This is an optimization exercise on Yosys and OpenROAD, whose aim is small area, a short achievable clock period and few clock cycles, not a production implementation.
RTL that was checked went through simulation tests only; none was proved equivalent to the original.
Power figures rest on the tool's default switching activity, not on a simulated workload.

Setup of north:
Design pae_a_decoder, start of the top module:
module pae_a_decoder (
    input  wire       clk,
    input  wire       rst,
    input  wire       start,
    output wire       busy,
    output wire       done,
    output reg  [3:0] err,
    output reg  [3:0] width,
    output reg        order,
    output reg  [1:0] mode,
    input  wire       in_valid,
    input  wire [7:0] in_data,
    input  wire       in_last,
    output wire       in_ready,
    output wire       out_valid,
    output wire [7:0] out_data,
    input  wire       out_ready
);
Size in the first run: roughly 800 cells after synthesis, roughly 100 flip-flops, roughly 37 I/O pins, ~6900 um2 of cells after synthesis.
==> flow/config.mk <==
export PLATFORM = sky130hd
export DESIGN_NAME = pae_a_decoder
export DESIGN_NICKNAME = pae_a_decoder
export VERILOG_FILES = /design/flow/design.v
export SDC_FILE = /design/flow/constraint.sdc
export NUM_CORES = 4
export LEC_CHECK = 0
export CAP_MARGIN = 20
export CORE_MARGIN = 2
export CORE_UTILIZATION = 40
export CTS_BUF_LIST = sky130_fd_sc_hd__clkbuf_8
export PLACE_DENSITY = 0.6
export SETUP_SLACK_MARGIN = 5
export SLEW_MARGIN = 20
==> flow/constraint.sdc <==
create_clock -name core_clock -period 8.0 [get_ports {clk}]
set_input_delay 1.6000 -clock core_clock [delete_from_list [all_inputs] [get_ports {clk}]]
set_output_delay 1.6000 -clock core_clock [all_outputs]
set_load 0.01 [all_outputs]
run.sh (not shown) runs the stock make flow with config.mk's settings and CLKGATE_MAP_FILE= SYNTH_SCRIPT=/design/flow/synth_recipe.tcl, a recipe that flattens the netlist after the stock synthesis.
Testbench counts of north, summed over its fixed seeds: cycles 74,138.
Setup changes, north to south
Settings: CORE_UTILIZATION: 40 -> 60; PLACE_DENSITY: 0.6 -> 0.8; SETUP_SLACK_MARGIN: 5 -> 4.75.
[summary]
- When south is set beside north, its combinational power turns out to be 18% smaller.
- south -> north: layout sequential cell count delta 0, exact match
- As far as proportion of synthesized area in mux cells goes, north and south are indistinguishable; the numbers are identical.
- [compare] base=north new=south: worst slew margin relative to its limit lower; total of clock buffers placed in the layout higher.
--- input diff south..east ---
Settings: a change of CORE_UTILIZATION from 60 to 40; a change of PLACE_DENSITY from 0.8 to 0.6.
==> flow/flow/run.sh (new file) <==
#!/bin/bash
# The standard layout (the standard.sh, ORFS from synthesis to finish),
# with one change: the buffers that ORFS puts on every input and output port
# are the platform's smallest buffer, sky130_fd_sc_hd__buf_1, instead of the
# cell buffer_ports picks by default (clkdlybuf4s50_1). The resizer may still
# resize them. The make output goes to layout.log; ORFS keeps each step's
# log under orfs/logs.
set -euo pipefail
export BUFFER_PORTS_ARGS="-buffer_cell sky130_fd_sc_hd__buf_1"
bash standard.sh > layout.log 2>&1
==> flow/standard.sh (new file) <==
#!/bin/bash
# synth_recipe.tcl (not shown) runs the flow's synth.tcl, then flattens the netlist and writes it again
# the make line also repeats each setting of config.mk as NAME=value (left out here)
make -C /OpenROAD-flow-scripts/flow DESIGN_CONFIG=/design/flow/config.mk WORK_HOME=/design/flow/orfs CLKGATE_MAP_FILE= SYNTH_SCRIPT=/design/flow/synth_recipe.tcl "${@:-finish}"
removed: flow/run.sh
When east is measured against south, its portion of the layout cell area used by clock cells turns out 0.26 points higher. Comparing initial DRC count for south and east, the bigger number came from south. east gives less maximum frequency than south did.
Input-level comparison between west and east:
==> flow/run.sh (new file) <==
#!/bin/bash
# synth_recipe.tcl (not shown) runs the flow's synth.tcl, then flattens the netlist and writes it again
# the make line also repeats each setting of config.mk as NAME=value (left out here)
make -C /OpenROAD-flow-scripts/flow DESIGN_CONFIG=/design/flow/config.mk WORK_HOME=/design/flow/orfs CLKGATE_MAP_FILE= SYNTH_SCRIPT=/design/flow/synth_recipe.tcl finish
removed: flow/flow/run.sh
removed: flow/standard.sh
Findings:
- Comparing east against west, there is no change at all in sequential-to-total area share from yosys stat.
- Leakage power figure ended up 0.11 nW higher on west than on east.
- east -> west: non-clock buffer count increased by a few percent
- In the metrics for west and east, the one carrying the higher maximum vdd drop is east.
- Going from east to west, final area now sits higher; routed wirelength normalized by instance count +0.41 um; placed instance area rose 230 um2.
## Diff of input files: middle against west
==> flow/flow/run.sh (new file) <==
#!/bin/bash
# Layout flow: the standard synthesis (the standard.sh synth), then the
# combinational gates between the flip-flops re-mapped for area by ABC
# (flow/resyn.ys; the flip-flops are untouched), then the rest of the
# standard ORFS flow (standard.sh) on that netlist, with the port buffers
# made of sky130_fd_sc_hd__buf_1 instead of the default cell. Each tool's
# output goes to its own log here: synth.log, resyn.log, layout.log (and
# ORFS's step logs under orfs/logs).
set -euo pipefail
WORK=$(pwd)
export BUFFER_PORTS_ARGS="-buffer_cell sky130_fd_sc_hd__buf_1"
R=$WORK/orfs/results/${FLOW_PLATFORM}/pae_a_decoder/base
LIB=$FLOW_HOME/platforms/${FLOW_PLATFORM}/lib/sky130_fd_sc_hd__tt_025C_1v80.lib

bash standard.sh synth > synth.log 2>&1

cp "$R/1_2_yosys.v" "$WORK/std_netlist.v"
sed -e "s#{LIB}#$LIB#g" -e "s#{STD}#$WORK/std_netlist.v#g" -e "s#{TOP}#$FLOW_TOP#g" \
    -e "s#{ABC}#$WORK/flow/resyn.abc#g" -e "s#{STAT}#$WORK/resyn_stat.txt#g" \
    -e "s#{OUT}#$WORK/resyn_netlist.v#g" flow/resyn.ys > resyn_run.ys
YOSYS=$(command -v yosys || echo "$FLOW_HOME/../tools/install/yosys/bin/yosys")
"$YOSYS" -s resyn_run.ys > resyn.log 2>&1

# same flip-flops, by instance name, as the standard synthesis
ffs() { grep -oE 'sky130_fd_sc_hd__(e?dfxtp|dfrtp|dfstp|sdfxtp)_[0-9]+ +[^ ]+' "$1" | sort; }
if ! cmp -s <(ffs "$WORK/std_netlist.v") <(ffs "$WORK/resyn_netlist.v"); then
    echo "resynthesis changed the flip-flops; keeping the standard netlist" >> resyn.log
else
    cp "$WORK/resyn_netlist.v" "$R/1_2_yosys.v"
    rm -f "$R/1_synth.odb" "$R/1_synth.sdc"
fi

bash standard.sh > layout.log 2>&1
==> flow/flow/resyn.abc (new file) <==
strash
&get -n
&deepsyn -T 30
&st
&dch
&nf
&st
&syn2
&if -g -K 6
&synch2
&nf
&put
topo
==> flow/flow/resyn.ys (new file) <==
# Re-map the combinational logic of the standard synthesis for area. The
# flip-flops are kept as they are (same instances, names and cell types);
# only the gates between them are rebuilt by ABC.
read_liberty -ignore_miss_func {LIB}
read_verilog {STD}
hierarchy -top {TOP}
setattr -mod -set keep_hierarchy 1 sky130_fd_sc_hd__dfxtp_1 sky130_fd_sc_hd__edfxtp_1 sky130_fd_sc_hd__dfrtp_1 sky130_fd_sc_hd__dfstp_1 sky130_fd_sc_hd__dfbbp_1 sky130_fd_sc_hd__sdfxtp_1 sky130_fd_sc_hd__dlxtp_1
flatten
select {TOP}
opt -purge
abc -liberty {LIB} -dont_use *lpflow* -dont_use *probe* -script {ABC}
opt_clean -purge
hilomap -singleton -hicell sky130_fd_sc_hd__conb_1 HI -locell sky130_fd_sc_hd__conb_1 LO
splitnets
opt_clean -purge
tee -o {STAT} stat -liberty {LIB}
write_verilog -noattr -noexpr -nohex -nodec -selected {OUT}
==> flow/standard.sh (new file) <==
#!/bin/bash
# synth_recipe.tcl (not shown) runs the flow's synth.tcl, then flattens the netlist and writes it again
# the make line also repeats each setting of config.mk as NAME=value (left out here)
make -C /OpenROAD-flow-scripts/flow DESIGN_CONFIG=/design/flow/config.mk WORK_HOME=/design/flow/orfs CLKGATE_MAP_FILE= SYNTH_SCRIPT=/design/flow/synth_recipe.tcl "${@:-finish}"
removed: flow/run.sh
[summary]
In summary, middle completed successfully, with a layout that passed the timing, design-rule and antenna checks.
Measured against middle, the overall power consumption of west comes out at 1.4 times the reference value.
Per the comparison of middle with west, height of the die decreased 8.2%; sequential group power decreased 6.2%.
Slack of the critical path (higher): west
Going from west to middle, layout buffer count excluding clock buffers -about 16%, total area of multi-input combinational cells saw a decrease, final non-filler cell total now smaller.
Wire length of the first global-routing pass (middle vs. west) decreases by more than 10%
Of middle and west, it is middle that has the lower area growth from synthesis to layout.


## yarrow
Starting RTL as in the previous note.
Settings: LEC_CHECK=0, CAP_MARGIN=20, CORE_MARGIN=2, CORE_UTILIZATION=40, CTS_BUF_LIST=sky130_fd_sc_hd__clkbuf_8, PLACE_DENSITY=0.6, SETUP_SLACK_MARGIN=4.75, SLEW_MARGIN=20; clock period 8.0 ns.
standard.sh (not shown) runs the stock make flow with config.mk's settings and CLKGATE_MAP_FILE= SYNTH_SCRIPT=/design/flow/synth_recipe.tcl, a recipe that flattens the netlist after the stock synthesis.
==> flow/flow/run.sh <==
#!/bin/bash
# Layout flow: the standard synthesis (the standard.sh synth), then the
# combinational gates between the flip-flops re-mapped for area by ABC
# (flow/resyn.ys; the flip-flops are untouched), then the rest of the
# standard ORFS flow (standard.sh) on that netlist, with the port buffers
# made of sky130_fd_sc_hd__buf_1 instead of the default cell. Each tool's
# output goes to its own log here: synth.log, resyn.log, layout.log (and
# ORFS's step logs under orfs/logs).
set -euo pipefail
WORK=$(pwd)
export BUFFER_PORTS_ARGS="-buffer_cell sky130_fd_sc_hd__buf_1"
R=$WORK/orfs/results/${FLOW_PLATFORM}/pae_a_decoder/base
LIB=$FLOW_HOME/platforms/${FLOW_PLATFORM}/lib/sky130_fd_sc_hd__tt_025C_1v80.lib

bash standard.sh synth > synth.log 2>&1

cp "$R/1_2_yosys.v" "$WORK/std_netlist.v"
sed -e "s#{LIB}#$LIB#g" -e "s#{STD}#$WORK/std_netlist.v#g" -e "s#{TOP}#$FLOW_TOP#g" \
    -e "s#{ABC}#$WORK/flow/resyn.abc#g" -e "s#{STAT}#$WORK/resyn_stat.txt#g" \
    -e "s#{OUT}#$WORK/resyn_netlist.v#g" flow/resyn.ys > resyn_run.ys
YOSYS=$(command -v yosys || echo "$FLOW_HOME/../tools/install/yosys/bin/yosys")
"$YOSYS" -s resyn_run.ys > resyn.log 2>&1

# same flip-flops, by instance name, as the standard synthesis
ffs() { grep -oE 'sky130_fd_sc_hd__(e?dfxtp|dfrtp|dfstp|sdfxtp)_[0-9]+ +[^ ]+' "$1" | sort; }
if ! cmp -s <(ffs "$WORK/std_netlist.v") <(ffs "$WORK/resyn_netlist.v"); then
    echo "resynthesis changed the flip-flops; keeping the standard netlist" >> resyn.log
else
    cp "$WORK/resyn_netlist.v" "$R/1_2_yosys.v"
    rm -f "$R/1_synth.odb" "$R/1_synth.sdc"
fi

bash standard.sh > layout.log 2>&1
==> flow/flow/resyn.abc <==
strash
&get -n
&deepsyn -T 30
&put
dch
map -a
topo
==> flow/flow/resyn.ys <==
# Re-map the combinational logic of the standard synthesis for area. The
# flip-flops are kept as they are (same instances, names and cell types);
# only the gates between them are rebuilt by ABC.
read_liberty -ignore_miss_func {LIB}
read_verilog {STD}
hierarchy -top {TOP}
setattr -mod -set keep_hierarchy 1 sky130_fd_sc_hd__dfxtp_1 sky130_fd_sc_hd__edfxtp_1 sky130_fd_sc_hd__dfrtp_1 sky130_fd_sc_hd__dfstp_1 sky130_fd_sc_hd__dfbbp_1 sky130_fd_sc_hd__sdfxtp_1 sky130_fd_sc_hd__dlxtp_1
flatten
select {TOP}
opt -purge
abc -liberty {LIB} -dont_use *lpflow* -dont_use *probe* -script {ABC}
opt_clean -purge
hilomap -singleton -hicell sky130_fd_sc_hd__conb_1 HI -locell sky130_fd_sc_hd__conb_1 LO
splitnets
opt_clean -purge
tee -o {STAT} stat -liberty {LIB}
write_verilog -noattr -noexpr -nohex -nodec -selected {OUT}
Testbench counts of yarrow, summed over its fixed seeds: cycles 74,138.
The following lists how fjord was set up differently from yarrow:
==> flow/flow/resyn.abc <==
strash
&get -n
&deepsyn -T 30
&put
dch
map
topo
Notes after the runs:
- Between fjord and yarrow, the first-pass iteration count of the detailed router is lower for yarrow.
- fjord — pin slew with the least headroom to its limit 0.17 ns lower, yarrow as reference
- When fjord is measured against yarrow, its synthesized area turns out 60 um^2 higher.
- The area of all sequential standard cells was comparable across fjord and yarrow.
- [compare] base=yarrow new=fjord: overall routing resource usage shows a reduction of 3.1 points; critical path depth fell 18; worst setup slack now larger.
- Total power of fjord is higher than that of yarrow.
- Lower final instance count without filler cells among fjord and yarrow: fjord
> inputs changed (fjord -> tundra)
==> flow/flow/resyn.abc <==
strash
&get -n
&deepsyn -T 30
&st
&dch
&nf
&st
&syn2
&if -g -K 6
&synch2
&nf
&put
topo
diff --git a/flow/config.mk b/flow/config.mk
--- a/flow/config.mk
+++ b/flow/config.mk
@@ -12,3 +12,3 @@
 export PLACE_DENSITY = 0.6
-export SETUP_SLACK_MARGIN = 4.75
+export SETUP_SLACK_MARGIN = 5
 export SLEW_MARGIN = 20
Notes after the runs:
Total stage count of the critical path: tundra and fjord compared, lower one is tundra
Clock-buffer cell count, tundra and fjord: larger value in fjord
Share of the clock period used by the worst path (lower): tundra
Fmax, tundra vs fjord: up by a few percent
Clock network fraction of design power was lower in tundra than in fjord.


The RTL this note starts from:
==> flow/design.v <==
module pae_a_decoder (
    input  wire       clk,
    input  wire       rst,
    input  wire       start,
    output wire       busy,
    output wire       done,
    output reg  [3:0] err,
    output reg  [3:0] width,
    output reg        order,
    output reg  [1:0] mode,
    input  wire       in_valid,
    input  wire [7:0] in_data,
    input  wire       in_last,
    output wire       in_ready,
    output wire       out_valid,
    output wire [7:0] out_data,
    input  wire       out_ready
);
    localparam [3:0] E_NONE       = 4'd0,
                     E_INV_SIZE   = 4'd6,
                     E_NON_SQUARE = 4'd7,
                     E_RUN_OVF    = 4'd8,
                     E_DATA_OVF   = 4'd9,
                     E_TRUNC      = 4'd10;
    localparam [3:0] P_IDLE = 4'd0,
                     P_HDR  = 4'd1,    
                     P_OT   = 4'd2,    
                     P_DATA = 4'd3,    
                     P_PRE  = 4'd4,    
                     P_OFF  = 4'd5,    
                     P_MODE = 4'd7,    
                     P_T1   = 4'd8,    
                     P_END  = 4'd9,    
                     P_FIX  = 4'd10;   
    localparam QD = 4;                 
    reg        busy_r, done_r;
    reg [3:0]  ps;
    reg [9:0]  win;          
    reg [3:0]  rp;           
    reg        wlast;        
    wire       b1    = win[9];           
    wire       b0    = win[8];           
    wire       have2 = (rp >= 4'd2);
    wire       have1 = (rp != 4'd0);
    reg        in_rdy;       
    assign in_ready = in_rdy;
    wire       ld = in_rdy && in_valid;
    reg        plane;
    reg [12:0] pm;           
    reg        off;
    reg [3:0]  k;            
    reg [12:0] rv;           
    reg        big;          
    reg        rpend;        
    wire [7:0]  wsq   = width * width;
    wire [12:0] npl1  = {wsq, 5'd1};
    reg [12:0] rz;           
    reg [1:0]  cnt;          
    reg [5:0]  pk;           
    reg [7:0]  obuf;
    reg        ofull;
    reg [1:0]  fq [0:QD-1];
    reg [1:0]  fwp, frp;     
    reg [2:0]  fc;           
    wire [1:0] fq0 = fq[frp];
    wire       can_push = !ofull || out_ready;
    wire [2:0] room     = 3'd4 - {1'b0, cnt};
    wire       rz_nz    = (rz[12:1] != 12'd0);
    wire       rz_last  = (rz <= {10'd0, room} + 13'd1);
    wire       pop      = can_push && !rz_nz && (fc != 3'd0);
    wire       take     = rpend &&
                          ((!rz_nz && (fc == 3'd0)) ||
                           (can_push && rz_nz && rz_last && (fc == 3'd0)) ||
                           (can_push && !rz_nz && (fc == 3'd1)));
    reg        push;         
    reg [1:0]  cons;         
    always @(*) begin
        push = 1'b0;
        cons = 2'd0;
        case (ps)
        P_OT, P_MODE: if (have2) cons = 2'd2;
        P_PRE, P_OFF: if (have2 && !rpend) cons = 2'd2;
        P_DATA: if (have2 && !rpend && ({b1, b0} == 2'd0 || fc != 3'd4)) begin
                    cons = 2'd2;
                    push = ({b1, b0} != 2'd0);
                end
        P_T1:   if (have1) cons = 2'd1;
        default: ;
        endcase
    end
    wire       hdr_take = (ps == P_HDR) && rp[3];
    wire [3:0] rp_c = hdr_take ? 4'd0 : rp - {2'd0, cons};
    wire [9:0] wsh  = (cons == 2'd2) ? {win[7:0], 2'b00} :
                      (cons == 2'd1) ? {win[8:0], 1'b0} : win;
    wire [12:0] rv_nx  = (ps == P_PRE) ? {11'd1, b0} : {rv[10:0], b1, b0};
    wire        rcomp  = (cons != 2'd0) &&
                         (((ps == P_PRE) && !b1 && (k == 4'd0)) ||
                          ((ps == P_OFF) && (k == 4'd1)));
    wire [12:0] pm_op  = (ps == P_DATA) ? 13'd1 :
                         (ps == P_FIX)  ? 13'h1fff : rv_nx;
    wire [13:0] pm_dif = {1'b0, pm} - {1'b0, pm_op};
    wire [12:0] pm_sum = pm_dif[12:0];
    wire        rovf   = ((ps == P_OFF) && big) || pm_dif[13];
    wire        rfull  = (rv_nx == pm);
    wire        pm_ld  = (ps == P_OT) || (ps == P_T1) || ((ps == P_MODE) && !b1);
    wire        pm_upd = ((ps == P_DATA) && push && !off) || rcomp || (ps == P_FIX);
    always @(posedge clk) begin
        if (rst) begin
            busy_r <= 1'b0;
            done_r <= 1'b0;
            in_rdy <= 1'b0;
            ps     <= P_IDLE;
            ofull  <= 1'b0;
            err    <= E_NONE;
            rz     <= 13'd0;
            fc     <= 3'd0;
                fwp    <= 2'd0;
                frp    <= 2'd0;
            cnt    <= 2'd0;
            pk     <= 6'd0;
            rpend  <= 1'b0;
        end else begin
            done_r <= 1'b0;
            if (ld) begin
                case (rp_c[1:0])
                2'd0:    win <= {in_data, 2'b00};
                2'd1:    win <= {wsh[9], in_data, 1'b0};
                default: win <= {wsh[9:8], in_data};
                endcase
                wlast <= in_last;
            end else begin
                win <= wsh;
            end
            rp <= rp_c + (ld ? 4'd8 : 4'd0);
            in_rdy <= in_rdy ? !ld : (busy_r && !wlast && (rp_c <= 4'd2));
            if (pm_ld)
                pm <= npl1;
            else if (pm_upd)
                pm <= pm_sum;
            case (ps)
            P_HDR: if (hdr_take) begin
                width <= win[9:6];
                if (win[9:6] != win[5:2]) begin
                    err <= E_NON_SQUARE;
                    ps  <= P_END;
                end else if (win[9:6] == 4'd0) begin
                    err <= E_INV_SIZE;
                    ps  <= P_END;
                end else begin
                    ps  <= P_OT;
                end
            end
            P_OT: if (have2) begin
                order <= b1;
                plane <= 1'b0;
                off   <= 1'b0;
                k     <= 4'd0;
                ps    <= b0 ? P_DATA : P_PRE;
            end else if (wlast) begin
                err <= E_TRUNC;
                ps  <= P_END;
            end
            P_DATA: if (have2) begin
                if (cons != 2'd0) begin
                    if ({b1, b0} == 2'd0) begin
                        k  <= 4'd0;
                        ps <= off ? P_FIX : P_PRE;
                    end else begin
                        off <= 1'b0;
                        if (off ? (pm == 13'd1) : (pm == 13'd2))
                            ps <= plane ? P_END : P_MODE;
                    end
                end
            end else if (wlast) begin
                err <= E_TRUNC;
                ps  <= P_END;
            end
            P_PRE: if (have2) begin
                if (!rpend) begin
                    big <= (k >= 4'd6);
                    if (b1 && b0) begin
                        if (k == 4'd7) begin
                            err <= E_RUN_OVF;
                            ps  <= P_END;
                        end else begin
                            k <= k + 4'd1;
                        end
                    end else if (b1) begin
                        rv <= 13'd1;
                        k  <= k + 4'd1;
                        ps <= P_OFF;
                    end else begin
                        rv <= rv_nx;
                        if (k != 4'd0)
                            ps <= P_OFF;
                    end
                end
            end else if (wlast) begin
                err <= E_TRUNC;
                ps  <= P_END;
            end
            P_OFF: if (have2) begin
                if (!rpend) begin
                    rv <= rv_nx;
                    k  <= k - 4'd1;
                end
            end else if (wlast) begin
                err <= E_TRUNC;
                ps  <= P_END;
            end
            P_MODE: if (have2) begin
                if (b1) begin
                    mode <= {1'b0, b0} + 2'd1;
                    ps   <= P_T1;
                end else begin
                    mode  <= 2'd0;
                    plane <= 1'b1;
                    off   <= 1'b0;
                    k     <= 4'd0;
                    ps    <= b0 ? P_DATA : P_PRE;
                end
            end else if (wlast) begin
                err <= E_TRUNC;
                ps  <= P_END;
            end
            P_T1: if (have1) begin
                plane <= 1'b1;
                off   <= 1'b0;
                k     <= 4'd0;
                ps    <= b1 ? P_DATA : P_PRE;
            end else if (wlast) begin
                err <= E_TRUNC;
                ps  <= P_END;
            end
            default: ;
            endcase
            if (rcomp) begin
                if (rovf) begin
                    err <= E_DATA_OVF;
                    ps  <= P_END;
                end else begin
                    rpend <= 1'b1;
                    off   <= 1'b1;
                    if (rfull)
                        ps <= plane ? P_END : P_MODE;
                    else
                        ps <= P_DATA;
                end
            end
            case (ps)
            P_FIX: begin
                off <= 1'b0;
                ps  <= P_PRE;
            end
            P_END: begin
                if (!rpend && !rz_nz && fc == 3'd0 && can_push) begin
                    done_r <= 1'b1;
                    busy_r <= 1'b0;
                    in_rdy <= 1'b0;
                    ps     <= P_IDLE;
                end
            end
            default: ;
            endcase
            if (can_push) begin
                if (rz_nz) begin
                    if (rz_last) begin
                        rz  <= 13'd0;
                        cnt <= cnt + rz[1:0] - 2'd1;
                    end else begin
                        rz  <= rz - {10'd0, room};
                        cnt <= 2'd0;
                    end
                    if (!rz_last || rz[2:0] == room + 3'd1) begin
                        obuf  <= {pk, 2'b00};
                        ofull <= 1'b1;
                        pk    <= 6'd0;
                    end else if (ofull) begin
                        ofull <= 1'b0;
                    end
                end else if (fc != 3'd0) begin
                    cnt <= cnt + 2'd1;
                    case (cnt)
                    2'd0: pk[5:4] <= fq0;
                    2'd1: pk[3:2] <= fq0;
                    2'd2: pk[1:0] <= fq0;
                    default: ;
                    endcase
                    if (cnt == 2'd3) begin
                        obuf  <= {pk, fq0};
                        ofull <= 1'b1;
                        pk    <= 6'd0;
                    end else if (ofull) begin
                        ofull <= 1'b0;
                    end
                end else if (ofull) begin
                    ofull <= 1'b0;
                end
            end
            if (take) begin
                rz    <= rv;
                rpend <= 1'b0;
            end
            if (push) begin
                fq[fwp] <= {b1, b0};
                fwp     <= fwp + 2'd1;
            end
            if (pop)
                frp <= frp + 2'd1;
            fc <= fc + {2'd0, push} - {2'd0, pop};
            if (start && !busy_r) begin
                busy_r <= 1'b1;
                in_rdy <= 1'b1;
                ps     <= P_HDR;
                rp     <= 4'd0;
                wlast  <= 1'b0;
                rz     <= 13'd0;
                fc     <= 3'd0;
                fwp    <= 2'd0;
                frp    <= 2'd0;
                cnt    <= 2'd0;
                pk     <= 6'd0;
                rpend  <= 1'b0;
                err    <= E_NONE;
                mode   <= 2'd0;
            end
        end
    end
    assign busy      = busy_r;
    assign done      = done_r;
    assign out_valid = ofull;
    assign out_data  = obuf;
endmodule
==> flow/config.mk <==
export PLATFORM = sky130hd
export DESIGN_NAME = pae_a_decoder
export DESIGN_NICKNAME = pae_a_decoder
export VERILOG_FILES = /design/flow/design.v
export SDC_FILE = /design/flow/constraint.sdc
export NUM_CORES = 4
export LEC_CHECK = 0
export CAP_MARGIN = 20
export CORE_MARGIN = 2
export CORE_UTILIZATION = 40
export PLACE_DENSITY = 0.6
export SETUP_SLACK_MARGIN = 4.0
export SLEW_MARGIN = 20
==> flow/constraint.sdc <==
create_clock -name core_clock -period 8.0 [get_ports {clk}]
set_input_delay 1.6000 -clock core_clock [delete_from_list [all_inputs] [get_ports {clk}]]
set_output_delay 1.6000 -clock core_clock [all_outputs]
set_load 0.01 [all_outputs]
run.sh (not shown) runs the stock make flow with config.mk's settings and CLKGATE_MAP_FILE= SYNTH_SCRIPT=/design/flow/synth_recipe.tcl, a recipe that flattens the netlist after the stock synthesis.
Stock flow here: none of the scripts above is used.
The first run passed the timing, design-rule and antenna checks.
Then changed:
--- a/flow/config.mk
+++ b/flow/config.mk
@@ -12 +12 @@
-export SETUP_SLACK_MARGIN = 4.0
+export SETUP_SLACK_MARGIN = 4.5
=>
- final cell count goes up by 1.6%
- count of clock-buffer cells in the layout goes down by 3
- non-clock buffer count goes up by 18
- clock power goes up by 7.6%
No run of this note included a check of the RTL's function; only the layout flow was run.

-- afterwards: timing with drivers on the ports --
No port has a modelled driver above. Below, the same layouts with a new extraction and two added sets of constraints. Step 1 assumes that a clkbuf_16 drives the clock port and a buf_2 every other input. Step 2 adds t to the input delays and takes it off the output delays; t is the mean of the earliest and latest rising clock arrival at the registers after step 1. Input paths then give back, and output paths get back, about the clock's delay inside the block. a / b / c = ideal ports / drivers / drivers and shift; a / b = the first two.
run	shift t [ns]	slack for setup (ns)	hold slack, ns	worst register clock-pin slew, ns	cell pins on the clock port's net
north	0.426	4.847 / 4.807 / 4.495	0.474 / 0.474 / 0.474	0.11 / 0.11	1
south	0.423	4.737 / 4.702 / 4.387	0.462 / 0.462 / 0.462	0.11 / 0.11	1
east	0.424	4.725 / 4.687 / 4.503	0.462 / 0.462 / 0.462	0.11 / 0.11	1
west	0.425	4.778 / 4.738 / 4.421	0.470 / 0.470 / 0.470	0.11 / 0.11	1
middle	0.420	4.727 / 4.690 / 4.337	0.473 / 0.473 / 0.473	0.11 / 0.11	1
yarrow	0.422	3.242 / 3.242 / 3.242	0.473 / 0.473 / 0.473	0.11 / 0.11	1
fjord	0.418	4.747 / 4.747 / 4.494	0.488 / 0.488 / 0.488	0.10 / 0.10	1
tundra	0.423	4.891 / 4.855 / 4.535	0.475 / 0.475 / 0.475	0.11 / 0.11	1
the first run of note 3	0.463	4.278 / 4.278 / 3.984	0.435 / 0.435 / 0.435	0.06 / 0.06	1
the second run of note 3	0.465	4.477 / 4.477 / 4.251	0.439 / 0.439 / 0.439	0.06 / 0.06	1
After both steps setup and hold are still met in every run listed. The setup slack of middle, which loses most, moves by -0.037 ns with the drivers and by -0.390 ns with both steps.
